From an optimization exercise on the open Yosys and OpenROAD flow, aimed at small area, a short achievable clock period and few clock cycles per item; shortcuts taken in it are not production practice.
Function was checked by simulation only, so behaviour that the tests miss may differ from the original.
Power and IR drop assume default switching activity.

==> flow/design.v (outline; a module is shown in full before it is edited, if it fits) <==
// module gf128_unit: 504 lines
module gf128_unit (
    input  wire         clk,
    input  wire         rst,
    input  wire         in_valid,
    output wire         in_ready,
    input  wire [1:0]   in_op,
    input  wire [127:0] in_data,
    output reg          out_valid,
    output reg          out_err,
    output wire [127:0] out_data
);
  // ...
==> flow/run.sh <==
#!/bin/bash
# synth_recipe.tcl (not shown) runs the flow's synth.tcl, then flattens the netlist and writes it again
# the make line also repeats each setting of config.mk as NAME=value (left out here)
make -C /OpenROAD-flow-scripts/flow DESIGN_CONFIG=/design/flow/config.mk WORK_HOME=/design/flow/orfs CLKGATE_MAP_FILE= SYNTH_SCRIPT=/design/flow/synth_recipe.tcl finish
==> flow/config.mk <==
export PLATFORM = sky130hd
export DESIGN_NAME = gf128_unit
export DESIGN_NICKNAME = gf128_unit
export VERILOG_FILES = /design/flow/design.v
export SDC_FILE = /design/flow/constraint.sdc
export NUM_CORES = 4
export LEC_CHECK = 0
export CAP_MARGIN = 20
export CORE_MARGIN = 2
export CORE_UTILIZATION = 40
export PLACE_DENSITY = 0.6
export SLEW_MARGIN = 20
==> flow/constraint.sdc <==
create_clock -name core_clock -period 5.0 [get_ports {clk}]
set_input_delay 1.0000 -clock core_clock [delete_from_list [all_inputs] [get_ports {clk}]]
set_output_delay 1.0000 -clock core_clock [all_outputs]
set_load 0.01 [all_outputs]
==> results_tabular.tex, run 1 <==
\begin{tabular}{lr}
\hline
Metric & Value \\
\hline
\multicolumn{2}{l}{\textbf{Cells and area}} \\
Number of filler cells placed in the layout & 18916 \\
Area grow syn2layout & 12.13\% \\
Data buffer area share & 0.09498 \\
Post-route non-filler standard cell count & 13450 \\
Multi-input combinational cell area & around 60000 sq um \\
\multicolumn{2}{l}{\textbf{Floorplanning}} \\
Overall die area & slightly below 200000 sq um \\
Std-Cell Core Area & about 190000 sq um \\
\multicolumn{2}{l}{\textbf{Synth}} \\
Simple-Gate Fraction of Synth Area & 0.2397 \\
Most used standard cell by instance count after synthesis & sky130\_fd\_sc\_hd\_\_nand2\_1 \\
Dominant synthesized flop cell & sky130\_fd\_sc\_hd\_\_dfxtp\_1 \\
Count of flip-flops with a built-in enable after synthesis & 130 \\
Library cells used by synthesis & 39 \\
\multicolumn{2}{l}{\textbf{Clock tree}} \\
Clock transition at the registers of the reported paths & approximately 0.070 ns \\
H-tree Lvls & 2 \\
\multicolumn{2}{l}{\textbf{Worst hold path}} \\
Worst-case hold path end point & step[0] \\
Hold path startpoint & step[0] \\
Cell depth of the worst hold path & 1 \\
Classification of the worst-slack hold path & reg2reg \\
\multicolumn{2}{l}{\textbf{Placement}} \\
Dpl ws & 0.7421 ns \\
\multicolumn{2}{l}{\textbf{Setup path}} \\
Arrival time of data at the critical path endpoint & $\sim$5.3 ns \\
Worst Path Buf+Inv & 1 \\
Capture point of the worst path & c\_x[91] \\
Worst Path Class, Setup & reg2reg \\
Kind of launch point of the worst setup path & register \\
\multicolumn{2}{l}{\textbf{STA}} \\
Setup repair after global routing missed its margin & false \\
Final Setup Violations & 0 \\
\multicolumn{2}{l}{\textbf{Status}} \\
Run status & complete, no violations \\
\multicolumn{2}{l}{\textbf{Power and ir drop}} \\
Sequential Power Share & 0.147 \\
Comb pwr share & 0.742 \\
Top Consumer & combinational cells \\
\multicolumn{2}{l}{\textbf{Routing}} \\
Residual DRC & 0 \\
DRC violation total after the first TritonRoute iteration & roughly 14000 \\
Detailed Route WL & approximately 410 mm \\
\hline
\end{tabular}
Testbench counts, summed over its fixed seeds: cycles 2,760, items 672.
==> run 2, diff against run 1 <==
--- a/flow/config.mk
+++ b/flow/config.mk
@@ -9,4 +9,5 @@
 export CORE_MARGIN = 2
 export CORE_UTILIZATION = 40
 export PLACE_DENSITY = 0.6
+export SETUP_SLACK_MARGIN = 1.5
 export SLEW_MARGIN = 20
==> run 2 against run 1 <==
Sequential power down 2%. Synthesized cell count stayed put. Global-route usage is 1.8 points higher. Critical path type unchanged.
==> results_tabular.tex, run 2 <==
\begin{tabular}{lr}
\hline
Metric & Value \\
\hline
\multicolumn{2}{l}{\textbf{STA}} \\
Final clock skew & between 0.04 and 0.05 ns \\
Final Hold Vio Count & 0 \\
Setup repair after global routing missed its margin & true \\
Pins over their slew limit & 0 \\
Final worst-path cycle share & 0.7463 \\
Sum of negative setup slack & 0 ns \\
Maximum clock frequency & 268.0 MHz \\
Min cycle time layout & 3.732 ns \\
Worst Max-Slew Pin Slew & about 1.1 ns \\
Final Setup Violations & 0 (unchanged) \\
Worst-case headroom to the max-slew limit & 0.2724 \\
\multicolumn{2}{l}{\textbf{Clock tree}} \\
Clock root buffer & sky130\_fd\_sc\_hd\_\_clkbuf\_16 \\
CTS buffer count & between 50 and 60 \\
Number of sinks handled by clock tree synthesis & 521 \\
Clock transition at the registers of the reported paths & 0.07 ns (about the same) \\
H-tree Lvls & 2 (unchanged) \\
Clock latency at the later pin of the worst-skew pair & roughly 0.77 ns \\
Max Root-Sink Buffers & 3 \\
TritonCTS clock tree & built \\
\multicolumn{2}{l}{\textbf{Placement}} \\
Final weighted congestion in routability-driven placement & about 1.0 \\
Count of port buffers added during placement & approximately 260 \\
Placed standard-cell area & 82820 sq um \\
Post-detailed-placement half-perimeter wirelength & around 270 mm \\
Placed cell count & $\sim$13000 \\
\multicolumn{2}{l}{\textbf{Synth}} \\
Synth area leaders & sky130\_fd\_sc\_hd\_\_xnor2\_1 37\%, sky130\_fd\_sc\_hd\_\_nand2\_1 22\%, sky130\_fd\_sc\_hd\_\_xor2\_1 11\%, sky130\_fd\_sc\_hd\_\_dfxtp\_1 10\%, sky130\_fd\_sc\_hd\_\_edfxtp\_1 5.1\% \\
Post-synthesis net count & 11036 \\
Most used standard cell by instance count after synthesis & sky130\_fd\_sc\_hd\_\_nand2\_1 \\
Library cells used by synthesis & 39 (unchanged) \\
Summed instance area of the synthesized netlist & 75920 sq um \\
Register bit count reported by yosys & between 500 and 600 \\
Synthesized area per cell & 6.966 sq um \\
Sequential area share after synthesis & 0.1545 \\
Cell types with the highest counts after synthesis & 4438 x sky130\_fd\_sc\_hd\_\_nand2\_1, 3202 x sky130\_fd\_sc\_hd\_\_xnor2\_1, 988 x sky130\_fd\_sc\_hd\_\_xor2\_1, 391 x sky130\_fd\_sc\_hd\_\_dfxtp\_1, 342 x sky130\_fd\_sc\_hd\_\_clkbuf\_1 \\
Share of the synthesized area in the top cell type & 0.3694 \\
Count of flip-flops with a built-in enable after synthesis & 130 (unchanged) \\
Syn. warnings & 1 \\
Dominant synthesized flop cell & sky130\_fd\_sc\_hd\_\_dfxtp\_1 \\
Fraction of synthesis flops using an asynchronous set or reset pin & 0 \\
Gate count of the mapped netlist & 10899 \\
Post-synth top area cell & sky130\_fd\_sc\_hd\_\_xnor2\_1 \\
\multicolumn{2}{l}{\textbf{Setup path}} \\
Cell count of the worst reg-to-reg path & 13 \\
Delay of the slowest critical-path stage & 0.61 ns \\
Cell with the most instances on the worst path & sky130\_fd\_sc\_hd\_\_xnor2\_1 \\
Setup slack, reg-to-reg & 1.27 ns \\
Worst Path Class, Setup & reg2reg \\
Cells along the critical path & buf\_12 -> buf\_4 -> nand2\_1 -> xor2\_1 -> xnor2\_2 -> xnor2\_1 -> xnor2\_1 -> xnor2\_2 -> xnor2\_1 -> buf\_4 -> o211ai\_1 -> xor2\_4 -> o21ai\_1 \\
Kind of launch point of the worst setup path & register \\
Type of destination of the critical path & register \\
Arrival time of data at the critical path endpoint & 4.36 ns (-0.92 ns) \\
Worst Path Buf+Inv & 3 (+2) \\
Reg2Reg Capture Point & c\_x[27] \\
Reg2Reg Launch Point & c\_x[13] \\
Slowest CP cell & sky130\_fd\_sc\_hd\_\_xor2\_4 \\
Gate family responsible for the most delay along the worst path & XOR/XNOR gates \\
Data required time of the critical path & 5.62 ns \\
Critical path fanouts, max & 13 \\
\multicolumn{2}{l}{\textbf{Worst hold path}} \\
Hold path startpoint & step[0] \\
Worst-case hold path end point & step[0] \\
Classification of the worst-slack hold path & reg2reg \\
Cell depth of the worst hold path & 1 (unchanged) \\
\multicolumn{2}{l}{\textbf{Cells and area}} \\
Most used cells in the layout excluding fill and tap cells & 4435 x sky130\_fd\_sc\_hd\_\_nand2\_1, 3132 x sky130\_fd\_sc\_hd\_\_xnor2\_1, 979 x sky130\_fd\_sc\_hd\_\_xor2\_1, 640 x sky130\_fd\_sc\_hd\_\_buf\_4, 359 x sky130\_fd\_sc\_hd\_\_dfxtp\_1 \\
Area of all placed cells without fillers & between 80000 and 90000 sq um \\
Post-route non-filler standard cell count & 13736 (+2.1\%) \\
Ratio of cells with drive above 1 in the final layout & 0.1027 \\
Post-layout nets & approximately 11000 \\
Finished Core Util & 0.4765 \\
Number of filler cells placed in the layout & 18554 (-1.9\%) \\
Most common cell after layout, fill and taps aside & sky130\_fd\_sc\_hd\_\_nand2\_1 \\
Multi-input combinational cell area & 60610 sq um (+1.4\%) \\
Area grow syn2layout & 18.11\% \\
FF/Latch Area & between 10000 and 15000 sq um \\
\multicolumn{2}{l}{\textbf{Routing}} \\
Via total after detailed routing & between 80000 and 90000 \\
Residual DRC & 0 (unchanged) \\
Mean routed wirelength per cell & roughly 32 um \\
DRC violation total after the first TritonRoute iteration & 16034 (+13\%) \\
Detailed Route WL & 435.5 mm (+5.8\%) \\
Via density per instance & $\sim$6.0 \\
Number of antenna-violating nets in the routed design & 0 \\
Router iterations before antenna repair & 10 \\
\multicolumn{2}{l}{\textbf{Floorplanning}} \\
Placement row count & approximately 160 \\
Effective utilization at floorplan & 0.4034 \\
Std-Cell Core Area & 188200 sq um (unchanged) \\
X dimension of the die & around 440 um \\
Number of top-level pins & approximately 260 \\
Height of the chip & roughly 440 um \\
Overall die area & 193300 sq um (unchanged) \\
\multicolumn{2}{l}{\textbf{Job}} \\
Max capacitance violation total & 0 \\
\multicolumn{2}{l}{\textbf{Power and ir drop}} \\
Tot Pwr & 0.04968 W \\
Highest ir drop seen on vdd & between 1 and 1.5 mV \\
PD cells & about 550 nW/um\^{}2 \\
Static Leak & between 30 and 40 nW \\
\multicolumn{2}{l}{\textbf{Status}} \\
Run status & complete, no violations \\
\multicolumn{2}{l}{\textbf{GRT}} \\
Pin count of the biggest net entering global routing & approximately 160 \\
Global-route wire length before repair & just under 600 mm \\
Antenna violations before repair & approximately 50 \\
Grt ovf & 0 \\
Gr usage total & 0.4285 \\
Via count of the first global-routing pass & between 70000 and 80000 \\
\hline
\end{tabular}
run 2: cells by family (layout without fill, tap and decap cells):
kind of cell / count (synthesis) / in the layout / synth area share
mux: 9 / 9 / 0.001187
xor+xnor: 4292 / 4292 / 0.5128
compound gates: 367 / 367 / 0.03224
fa+ha+maj: 4 / 4 / 0.0006592
buf+inv: 964 / 1255 / 0.05892
flops: 521 / 521 / 0.1545
simple gates: 4742 / 4742 / 0.2397
other cells: 0 / 51 / 0
run 2: routing by layer:
metal | part of all wire | GRT usage | vias to the layer above
li1 | - | - | 33296
met1 | 0.33 | 0.5067 | 38409
met2 | 0.38 | 0.5800 | 8321
met3 | 0.17 | 0.1887 | 2823
met4 | 0.11 | 0.3765 | 40
met5 | 0.00098 | 0.01365 | -
run 2: area by class of cell:
class                   instances  share of cell area
multi-input cells            9414              0.6759
repair buffers               1135              0.1326
flip-flops and latches        521              0.1322
well taps                    2495             0.03481
clock buffers                  79             0.01842
clock inverters                33            0.004311
diodes                         51            0.001423
inverters                       8           0.0003349
run 2: per-stage QoR:
stage | worst slack, ns | hold WS, ns
2_1_floorplan | 1.859 | 0.4173
3_3_place_gp | 0.7725 | 0.4420
3_5_place_dp | 0.7719 | 0.4393
4_1_cts | 1.352 | 0.4539
5_1_grt | 1.394 | 0.4848
6_report | 1.268 | 0.4495
run 2: worst max path at each step:
stage                        from  endpoint  slack, ns  cells past startpoint
final                     c_x[13]   c_x[27]       1.27                     13
after global routing      c_x[13]   c_x[27]       1.39                     13
after detailed placement     h[1]   c_x[91]       0.77                     12
after CTS                    h[1]   c_x[91]       1.35                     12
after floorplan               rst      h[0]       1.86                      2
after global placement       h[1]   c_x[91]       0.77                     12
run 2: power by group:
group          switching [W]  internal (W)
Clock                0.00230       0.00256
Sequential           0.00122       0.00542
Combinational         0.0238        0.0144
run 2: repair_timing:
item,4_1_cts,5_1_grt
hold buffers,0,0
pin swaps,5,37
gates resized for setup,55,158
setup endpoints to repair,126,99
gates cloned,2,9
setup buffers,164,131
==> run 3, diff against run 2 <==
--- a/flow/config.mk
+++ b/flow/config.mk
@@ -9,5 +9,5 @@
 export CORE_MARGIN = 2
 export CORE_UTILIZATION = 40
 export PLACE_DENSITY = 0.6
-export SETUP_SLACK_MARGIN = 1.5
+export SETUP_SLACK_MARGIN = 1.0
 export SLEW_MARGIN = 20
==> run 3 against run 2 <==
Global-route usage shrank 1.4 points. Sequential cell count did not move. Non-clock buffer count shrank 268. Combinational power decreased by 9.7%. Clock power about the same. Cell count is 2.2% lower. Die area unchanged. Via count decreased by 3.7%. Critical path type unchanged. Largest cell class unchanged. Highest routed layer unchanged.
==> results_tabular.tex, run 3 <==
\begin{tabular}{lr}
\hline
Metric & Value \\
\hline
\multicolumn{2}{l}{\textbf{Synth}} \\
Share of the synthesized area in the top cell type & 0.3694 (unchanged) \\
Fraction of synthesis flops using an asynchronous set or reset pin & 0 (unchanged) \\
Gate count of the mapped netlist & 10899 (unchanged) \\
Summed instance area of the synthesized netlist & 75920 sq um (unchanged) \\
Synth area leaders & sky130\_fd\_sc\_hd\_\_xnor2\_1 37\%, sky130\_fd\_sc\_hd\_\_nand2\_1 22\%, sky130\_fd\_sc\_hd\_\_xor2\_1 11\%, sky130\_fd\_sc\_hd\_\_dfxtp\_1 10\%, sky130\_fd\_sc\_hd\_\_edfxtp\_1 5.1\% \\
Count of flip-flops with a built-in enable after synthesis & 130 (unchanged) \\
Post-synth top area cell & sky130\_fd\_sc\_hd\_\_xnor2\_1 \\
Cell types with the highest counts after synthesis & 4438 x sky130\_fd\_sc\_hd\_\_nand2\_1, 3202 x sky130\_fd\_sc\_hd\_\_xnor2\_1, 988 x sky130\_fd\_sc\_hd\_\_xor2\_1, 391 x sky130\_fd\_sc\_hd\_\_dfxtp\_1, 342 x sky130\_fd\_sc\_hd\_\_clkbuf\_1 \\
Post-synthesis net count & 11036 (unchanged) \\
Synthesized area per cell & 6.966 sq um (unchanged) \\
Register bit count reported by yosys & 521 (unchanged) \\
Sequential area share after synthesis & 0.1545 (unchanged) \\
Dominant synthesized flop cell & sky130\_fd\_sc\_hd\_\_dfxtp\_1 \\
Syn. warnings & 1 (unchanged) \\
Library cells used by synthesis & 39 (unchanged) \\
Most used standard cell by instance count after synthesis & sky130\_fd\_sc\_hd\_\_nand2\_1 \\
\multicolumn{2}{l}{\textbf{Clock tree}} \\
Hold\_buf cts & 0 (unchanged) \\
Number of sinks handled by clock tree synthesis & 521 (unchanged) \\
Clock latency at the later pin of the worst-skew pair & 0.76 ns (about the same) \\
TritonCTS clock tree & built \\
Clock root buffer & sky130\_fd\_sc\_hd\_\_clkbuf\_16 \\
CTS buffer count & 59 (unchanged) \\
Max Root-Sink Buffers & 3 (unchanged) \\
H-tree Lvls & 2 (unchanged) \\
Clock transition at the registers of the reported paths & 0.07 ns (about the same) \\
\multicolumn{2}{l}{\textbf{GRT}} \\
Pin count of the biggest net entering global routing & 163 (unchanged) \\
Global-route wire length before repair & 577.0 mm (-2.7\%) \\
Via count of the first global-routing pass & 75447 (-1.1\%) \\
Antenna violations before repair & 35 (-31\%) \\
Gr usage total & 0.4143 (-0.01415) \\
Grt ovf & 0 (unchanged) \\
\multicolumn{2}{l}{\textbf{Floorplanning}} \\
Number of top-level pins & 264 (unchanged) \\
Placement row count & 159 (unchanged) \\
Height of the chip & 439.7 um (unchanged) \\
X dimension of the die & 439.7 um (unchanged) \\
Effective utilization at floorplan & 0.4034 (unchanged) \\
Std-Cell Core Area & 188200 sq um (unchanged) \\
Overall die area & 193300 sq um (unchanged) \\
\multicolumn{2}{l}{\textbf{Routing}} \\
Residual DRC & 0 (unchanged) \\
Mean routed wirelength per cell & 30.91 um (-2.5\%) \\
Via density per instance & 5.939 (-1.6\%) \\
DRC violation total after the first TritonRoute iteration & 14297 (-11\%) \\
Number of antenna-violating nets in the routed design & 0 (unchanged) \\
Detailed Route WL & 415.4 mm (-4.6\%) \\
Router iterations before antenna repair & 10 (unchanged) \\
Via total after detailed routing & 79822 (-3.7\%) \\
\multicolumn{2}{l}{\textbf{Setup path}} \\
Kind of launch point of the worst setup path & register \\
Worst setup path startpoint & c\_x[22] \\
Arrival time of data at the critical path endpoint & 4.82 ns (+0.46 ns) \\
Reg2Reg Launch Point & c\_x[22] \\
Critical path fanouts, max & 25 (+12) \\
Cell count of the worst reg-to-reg path & 12 (-1) \\
Reg2Reg Capture Point & c\_x[71] \\
Type of destination of the critical path & register \\
Data required time of the critical path & 5.68 ns (+0.06 ns) \\
Setup slack, reg-to-reg & 0.86 ns (-0.41 ns) \\
Worst Path Class, Setup & reg2reg \\
Capture point of the worst path & c\_x[71] \\
\multicolumn{2}{l}{\textbf{STA}} \\
Final Setup Violations & 0 (unchanged) \\
Worst Max-Slew Pin Slew & 1.286 ns (+0.1945 ns) \\
Setup repair after global routing missed its margin & true \\
Setup ws final & 0.8558 ns (-0.4126 ns) \\
Final clock skew & 0.05423 ns (+0.006670 ns) \\
Final Hold Vio Count & 0 (unchanged) \\
Sum of negative setup slack & 0 ns (unchanged) \\
Pins over their slew limit & 0 (unchanged) \\
Maximum clock frequency & 241.3 MHz (-10\%) \\
Worst-case headroom to the max-slew limit & 0.1427 (-0.1297) \\
Hold WS & 0.4510 ns (+0.001458 ns) \\
Final worst-path cycle share & 0.8288 (+0.08252) \\
Min cycle time layout & 4.144 ns (+0.4126 ns) \\
\multicolumn{2}{l}{\textbf{Power and ir drop}} \\
PD cells & 541.2 nW/um\^{}2 (-2.3\%) \\
Tot Pwr & 0.04626 W (-6.9\%) \\
Static Leak & 28.28 nW (-7.2\%) \\
Highest ir drop seen on vdd & 1.053 mV (-22\%) \\
\multicolumn{2}{l}{\textbf{Cells and area}} \\
Most common cell after layout, fill and taps aside & sky130\_fd\_sc\_hd\_\_nand2\_1 \\
Most used cells in the layout excluding fill and tap cells & 4437 x sky130\_fd\_sc\_hd\_\_nand2\_1, 3192 x sky130\_fd\_sc\_hd\_\_xnor2\_1, 986 x sky130\_fd\_sc\_hd\_\_xor2\_1, 498 x sky130\_fd\_sc\_hd\_\_buf\_4, 359 x sky130\_fd\_sc\_hd\_\_dfxtp\_1 \\
Post-layout nets & 11008 (-2.4\%) \\
Ratio of cells with drive above 1 in the final layout & 0.07151 (-0.03117) \\
Post-route non-filler standard cell count & 13440 (-2.2\%) \\
Area grow syn2layout & 12.57\% \\
\multicolumn{2}{l}{\textbf{Placement}} \\
Post-detailed-placement half-perimeter wirelength & 267.4 mm (unchanged) \\
Dpl ws & 0.7719 ns (unchanged) \\
Final weighted congestion in routability-driven placement & 1.028 (unchanged) \\
Count of port buffers added during placement & 263 (unchanged) \\
Placed cell count & 13267 (unchanged) \\
\multicolumn{2}{l}{\textbf{Job}} \\
Max capacitance violation total & 0 (unchanged) \\
\multicolumn{2}{l}{\textbf{Worst hold path}} \\
Classification of the worst-slack hold path & reg2reg \\
\multicolumn{2}{l}{\textbf{Status}} \\
Run status & complete, no violations \\
\hline
\end{tabular}
-- run 3: final cells by class --
cell class,count,area (sq um)
Sequential cell,521,11850
Tap cell,2495,3122
Timing Repair Buffer,867,8494
Clock inverter,33,386.6
Inverter,8,30.03
Fill cell,18935,102700
Multi-Input combinational cell,9414,59870
Clock buffer,79,1652
Antenna cell,23,57.56
-- run 3: worst min-delay path by stage --
stage	start	end	depth (start not counted)
6_report	step[0]	step[0]	1
5_1_grt	c_x[78]	h[78]	0
4_1_cts	step[0]	step[0]	1
3_5_place_dp	step[0]	step[0]	1
3_3_place_gp	step[0]	step[0]	1
2_1_floorplan	step[0]	step[0]	1
-- run 3: cells by family after synthesis --
| kind of cell | Yosys count | synth area share |
|---|---|---|
| AOI/OAI and AO/OA | 367 | 0.03224 |
| muxes | 9 | 0.001187 |
| buffers and inverters | 964 | 0.05892 |
| DFF | 521 | 0.1545 |
| adders and majority gates | 4 | 0.0006592 |
| xor gates and xnor gates | 4292 | 0.5128 |
| and+or+nand+nor | 4742 | 0.2397 |
-- run 3: per-layer routing --
layer	vias to the layer above	routed length (um)	track usage
met4	44	45390	0.3531
met1	37193	141000	0.4957
met3	2412	69140	0.1690
li1	32741	-	-
met2	7432	159300	0.5692
met5	-	556	0.01117
-- run 3: metrics by stage --
stage	area, sq um	util
finish	85460	0.4541
detailed placement	82820	0.4401
CTS	84960	0.4515
floorplan	75920	-
global placement	82810	0.4400
global route	85410	0.4539
-- run 3: power by group --
part	switching (W)	leakage, nW	internal [W]
sequential	0.00147	4.54	0.00543
clock	0.00228	0.991	0.00256
combinational	0.0222	22.8	0.0123
total	0.0259	28.3	0.0203
-- run 3: worst max-delay path: stages, from the launching register on --
cell,delay (ns)
sky130_fd_sc_hd__dfxtp_4,0.73
sky130_fd_sc_hd__buf_12,0.32
sky130_fd_sc_hd__buf_4,0.51
sky130_fd_sc_hd__nand2_1,0.14
sky130_fd_sc_hd__xor2_1,0.20
sky130_fd_sc_hd__xnor2_1,0.23
sky130_fd_sc_hd__xnor2_1,0.19
sky130_fd_sc_hd__xnor2_1,0.17
sky130_fd_sc_hd__xnor2_1,0.10
sky130_fd_sc_hd__xnor2_1,0.92
sky130_fd_sc_hd__o211ai_1,0.24
sky130_fd_sc_hd__xor2_1,0.20
sky130_fd_sc_hd__o21ai_1,0.11
-- run 3: timing repair --
action                     CTS  global route
buffers inserted            10            27
resized for setup            4             7
setup endpoints to repair    6            28
==> run 4, diff against run 3 <==
--- a/flow/config.mk
+++ b/flow/config.mk
@@ -9,5 +9,5 @@
 export CORE_MARGIN = 2
 export CORE_UTILIZATION = 40
 export PLACE_DENSITY = 0.6
-export SETUP_SLACK_MARGIN = 1.0
+export SETUP_SLACK_MARGIN = 1.25
 export SLEW_MARGIN = 20
==> run 4 against run 3 <==
Count of clock-buffer cells in the layout did not move. Largest cell class unchanged. Cell count rose by 0.84%. Still clean. Clock power barely moved. Sequential cell count did not move. Sequential share of layout area fell by 0.24 points. Die area did not move. Non-clock buffer count rose by 107. Highest routed layer unchanged. Utilization rose by 0.79 points. First-iteration DRC count rose by 2.4%. Design area rose by 1.7%. Clock skew fell by 0.0082 ns.
==> results_tabular.tex, run 4 <==
\begin{tabular}{lr}
\hline
Metric & Value \\
\hline
\multicolumn{2}{l}{\textbf{Cells and area}} \\
Most common cell after layout, fill and taps aside & sky130\_fd\_sc\_hd\_\_nand2\_1 \\
Ratio of cells with drive above 1 in the final layout & 0.08242 (+0.01091) \\
Area grow syn2layout & 14.52\% \\
Post-layout nets & 11115 (+0.97\%) \\
Most used cells in the layout excluding fill and tap cells & 4437 x sky130\_fd\_sc\_hd\_\_nand2\_1, 3180 x sky130\_fd\_sc\_hd\_\_xnor2\_1, 985 x sky130\_fd\_sc\_hd\_\_xor2\_1, 565 x sky130\_fd\_sc\_hd\_\_buf\_4, 359 x sky130\_fd\_sc\_hd\_\_dfxtp\_1 \\
\multicolumn{2}{l}{\textbf{STA}} \\
Setup ws final & 1.101 ns (+0.2455 ns) \\
Setup repair after global routing missed its margin & true \\
Worst-case headroom to the max-slew limit & 0.1891 (+0.04640) \\
Maximum clock frequency & 256.5 MHz (+6.3\%) \\
Final Hold Vio Count & 0 (unchanged) \\
Min cycle time layout & 3.899 ns (-0.2455 ns) \\
Sum of negative setup slack & 0 ns (unchanged) \\
Final clock skew & 0.04603 ns (-0.008194 ns) \\
Worst Max-Slew Pin Slew & 1.216 ns (-0.06959 ns) \\
Final Setup Violations & 0 (unchanged) \\
Pins over their slew limit & 0 (unchanged) \\
Final worst-path cycle share & 0.7797 (-0.04910) \\
\multicolumn{2}{l}{\textbf{GRT}} \\
Grt met1 use & 0.4990 (+0.003270) \\
Antenna violations before repair & 50 (+43\%) \\
Met2 Use GR & 0.5764 (+0.007202) \\
Pin count of the biggest net entering global routing & 163 (unchanged) \\
Global route hottest layer & met2 \\
Via count of the first global-routing pass & 76011 (+0.75\%) \\
Gr usage total & 0.4215 (+0.007182) \\
Met3 track demand over resource & 0.1805 (+0.01151) \\
Grt ovf & 0 (unchanged) \\
Global-route wire length before repair & 585.2 mm (+1.4\%) \\
\multicolumn{2}{l}{\textbf{Job}} \\
Max capacitance violation total & 0 (unchanged) \\
\multicolumn{2}{l}{\textbf{Synth}} \\
Synth area leaders & sky130\_fd\_sc\_hd\_\_xnor2\_1 37\%, sky130\_fd\_sc\_hd\_\_nand2\_1 22\%, sky130\_fd\_sc\_hd\_\_xor2\_1 11\%, sky130\_fd\_sc\_hd\_\_dfxtp\_1 10\%, sky130\_fd\_sc\_hd\_\_edfxtp\_1 5.1\% \\
Library cells used by synthesis & 39 (unchanged) \\
Cell types with the highest counts after synthesis & 4438 x sky130\_fd\_sc\_hd\_\_nand2\_1, 3202 x sky130\_fd\_sc\_hd\_\_xnor2\_1, 988 x sky130\_fd\_sc\_hd\_\_xor2\_1, 391 x sky130\_fd\_sc\_hd\_\_dfxtp\_1, 342 x sky130\_fd\_sc\_hd\_\_clkbuf\_1 \\
Post-synth top area cell & sky130\_fd\_sc\_hd\_\_xnor2\_1 \\
Syn. warnings & 1 (unchanged) \\
Synthesized area per cell & 6.966 sq um (unchanged) \\
Register bit count reported by yosys & 521 (unchanged) \\
Gate count of the mapped netlist & 10899 (unchanged) \\
Fraction of synthesis flops using an asynchronous set or reset pin & 0 (unchanged) \\
Dominant synthesized flop cell & sky130\_fd\_sc\_hd\_\_dfxtp\_1 \\
Most used standard cell by instance count after synthesis & sky130\_fd\_sc\_hd\_\_nand2\_1 \\
Share of the synthesized area in the top cell type & 0.3694 (unchanged) \\
Summed instance area of the synthesized netlist & 75920 sq um (unchanged) \\
Post-synthesis net count & 11036 (unchanged) \\
Count of flip-flops with a built-in enable after synthesis & 130 (unchanged) \\
Sequential area share after synthesis & 0.1545 (unchanged) \\
\multicolumn{2}{l}{\textbf{Power and ir drop}} \\
Static Leak & 29.05 nW (+2.7\%) \\
PD cells & 540.8 nW/um\^{}2 (about the same) \\
Highest ir drop seen on vdd & 0.9666 mV (-8.2\%) \\
\multicolumn{2}{l}{\textbf{Floorplanning}} \\
X dimension of the die & 439.7 um (unchanged) \\
Overall die area & 193300 sq um (unchanged) \\
Number of top-level pins & 264 (unchanged) \\
Placement row count & 159 (unchanged) \\
Height of the chip & 439.7 um (unchanged) \\
Std-Cell Core Area & 188200 sq um (unchanged) \\
Effective utilization at floorplan & 0.4034 (unchanged) \\
\multicolumn{2}{l}{\textbf{Placement}} \\
Final weighted congestion in routability-driven placement & 1.028 (unchanged) \\
Dpl ws & 0.7719 ns (unchanged) \\
Count of port buffers added during placement & 263 (unchanged) \\
Post-detailed-placement half-perimeter wirelength & 267.4 mm (unchanged) \\
\multicolumn{2}{l}{\textbf{Clock tree}} \\
Clock transition at the registers of the reported paths & 0.07 ns (about the same) \\
Clock latency at the later pin of the worst-skew pair & 0.76 ns (about the same) \\
Clock root buffer & sky130\_fd\_sc\_hd\_\_clkbuf\_16 \\
Max Root-Sink Buffers & 3 (unchanged) \\
TritonCTS clock tree & built \\
Number of sinks handled by clock tree synthesis & 521 (unchanged) \\
H-tree Lvls & 2 (unchanged) \\
CTS buffer count & 59 (unchanged) \\
Hold\_buf cts & 0 (unchanged) \\
\multicolumn{2}{l}{\textbf{Setup path}} \\
Worst Path Buf+Inv & 2 (unchanged) \\
Worst Path Class, Setup & reg2reg \\
Data required time of the critical path & 5.57 ns (-0.11 ns) \\
Gate family responsible for the most delay along the worst path & XOR/XNOR gates \\
Arrival time of data at the critical path endpoint & 4.47 ns (-0.35 ns) \\
Cell with the most instances on the worst path & sky130\_fd\_sc\_hd\_\_xnor2\_1 \\
Critical path fanouts, max & 41 (+64\%) \\
Type of destination of the critical path & register \\
Cells along the critical path & buf\_12 -> nand2\_1 -> xnor2\_1 -> xnor2\_1 -> xnor2\_1 -> xnor2\_1 -> xnor2\_1 -> xnor2\_1 -> buf\_4 -> o211ai\_1 -> xor2\_1 -> o21ai\_4 \\
Delay of the slowest critical-path stage & 0.65 ns (-0.27 ns) \\
Kind of launch point of the worst setup path & register \\
Slowest CP cell & sky130\_fd\_sc\_hd\_\_dfxtp\_4 \\
\multicolumn{2}{l}{\textbf{Routing}} \\
Via density per instance & 5.985 (+0.78\%) \\
Via total after detailed routing & 81117 (+1.6\%) \\
DRC violation total after the first TritonRoute iteration & 14644 (+2.4\%) \\
Mean routed wirelength per cell & 31.27 um (+1.1\%) \\
Number of antenna-violating nets in the routed design & 0 (unchanged) \\
Router iterations before antenna repair & 7 (-3) \\
Detailed Route WL & 423.7 mm (+2.0\%) \\
Residual DRC & 0 (unchanged) \\
\multicolumn{2}{l}{\textbf{Status}} \\
Run status & complete, no violations \\
\multicolumn{2}{l}{\textbf{Worst hold path}} \\
Classification of the worst-slack hold path & reg2reg \\
\hline
\end{tabular}
## run 4: cell types whose count changed in the layout (fill, tap and decap cells not counted), sizes merged
cell    previous run  this run
clkbuf            79        80
diode             23        29
buf              604       710
## run 4: area by class of cell
| type | instances | area, sq um |
|---|---|---|
| diodes | 29 | 72.57 |
| clock buffers | 79 | 1652 |
| clock inverters | 33 | 386.6 |
| fillers | 18818 | 101300 |
| inverters | 8 | 30.03 |
| multi-input cells | 9414 | 60040 |
| flip-flops and latches | 521 | 11850 |
| well taps | 2495 | 3122 |
| repair buffers | 974 | 9786 |
## run 4: routing by layer
layer,wire length [um],vias to the layer above
met2,162000,7759
met3,71560,2660
met1,142500,37693
li1,-,32961
met5,602,-
met4,47090,44
## run 4: cell families (layout without fill, tap and decap cells)
family	Yosys count	after routing	share of synthesized area
and+or+nand+nor	4742	4742	0.2397
xor gates and xnor gates	4292	4292	0.5128
buffers and inverters	964	1094	0.05892
DFF	521	521	0.1545
AOI/OAI and AO/OA	367	367	0.03224
muxes	9	9	0.001187
adders and majority gates	4	4	0.0006592
other	0	29	0
## run 4: per-stage QoR
| stage | utilization | total power [W] | instances | hold WS [ns] | cell area (sq um) |
|---|---|---|---|---|---|
| global route | 0.4616 | 0.04657 | 13528 | 0.4848 | 86880 |
| CTS | 0.4554 | 0.04317 | 13443 | 0.4539 | 85710 |
| floorplan | - | 0.02290 | 10899 | 0.4173 | 75920 |
| finish | 0.4620 | 0.04702 | 13553 | 0.4498 | 86940 |
| detailed placement | 0.4401 | 0.03791 | 13267 | 0.4393 | 82820 |
| global placement | 0.4400 | 0.03782 | 13267 | 0.4420 | 82810 |
## run 4: power breakdown
part	switching, W	internal, W	total, W
clock	0.00229	0.00256	0.00486
sequential	0.00133	0.00543	0.00675
combinational	0.0226	0.0128	0.0354
## run 4: final timing paths
kind                 from  endpoint  slack, ns  cells after the start
hold reg to reg   step[0]   step[0]       0.45                      1
setup / recovery  c_x[15]    c_x[3]       1.10                     12
hold / removal    step[0]   step[0]       0.45                      1
setup reg to reg  c_x[15]    c_x[3]       1.10                     12
## run 4: timing repair
item	in CTS	in global routing
pin swaps	0	6
setup buffers	64	81
setup endpoints to repair	46	59
resized for setup	11	43

[separate check: timing with driven ports]
No port has a modelled driver above. Below, the same layouts with a new extraction and two added sets of constraints. Step 1 (the two cells are an assumption about what drives the block):
set clk [get_ports {clk}]
set_driving_cell -lib_cell sky130_fd_sc_hd__clkbuf_16 $clk
set_driving_cell -lib_cell sky130_fd_sc_hd__buf_2 [delete_from_list [all_inputs] $clk]
Step 2 also shifts input and output timing later by t, the mid clock arrival at the registers, as if the neighbouring blocks saw the same clock. a / b / c = ideal / step 1 / step 2; a / b = the first two.
run | shift t [ns] | setup slack, ns | worst hold slack (ns)
run 1 | 0.818 | 0.329 / 0.329 / 0.329 | 0.452 / 0.452 / 0.452
run 2 | 0.835 | 1.268 / 1.268 / 0.938 | 0.449 / 0.449 / 0.449
run 3 | 0.821 | 0.856 / 0.856 / 0.856 | 0.451 / 0.451 / 0.451
run 4 | 0.829 | 1.101 / 1.101 / 1.051 | 0.450 / 0.450 / 0.450
After both steps setup and hold are still met in every run listed. The setup slack of run 2, which loses most, moves by 0.000 ns with the drivers and by -0.330 ns with both steps.
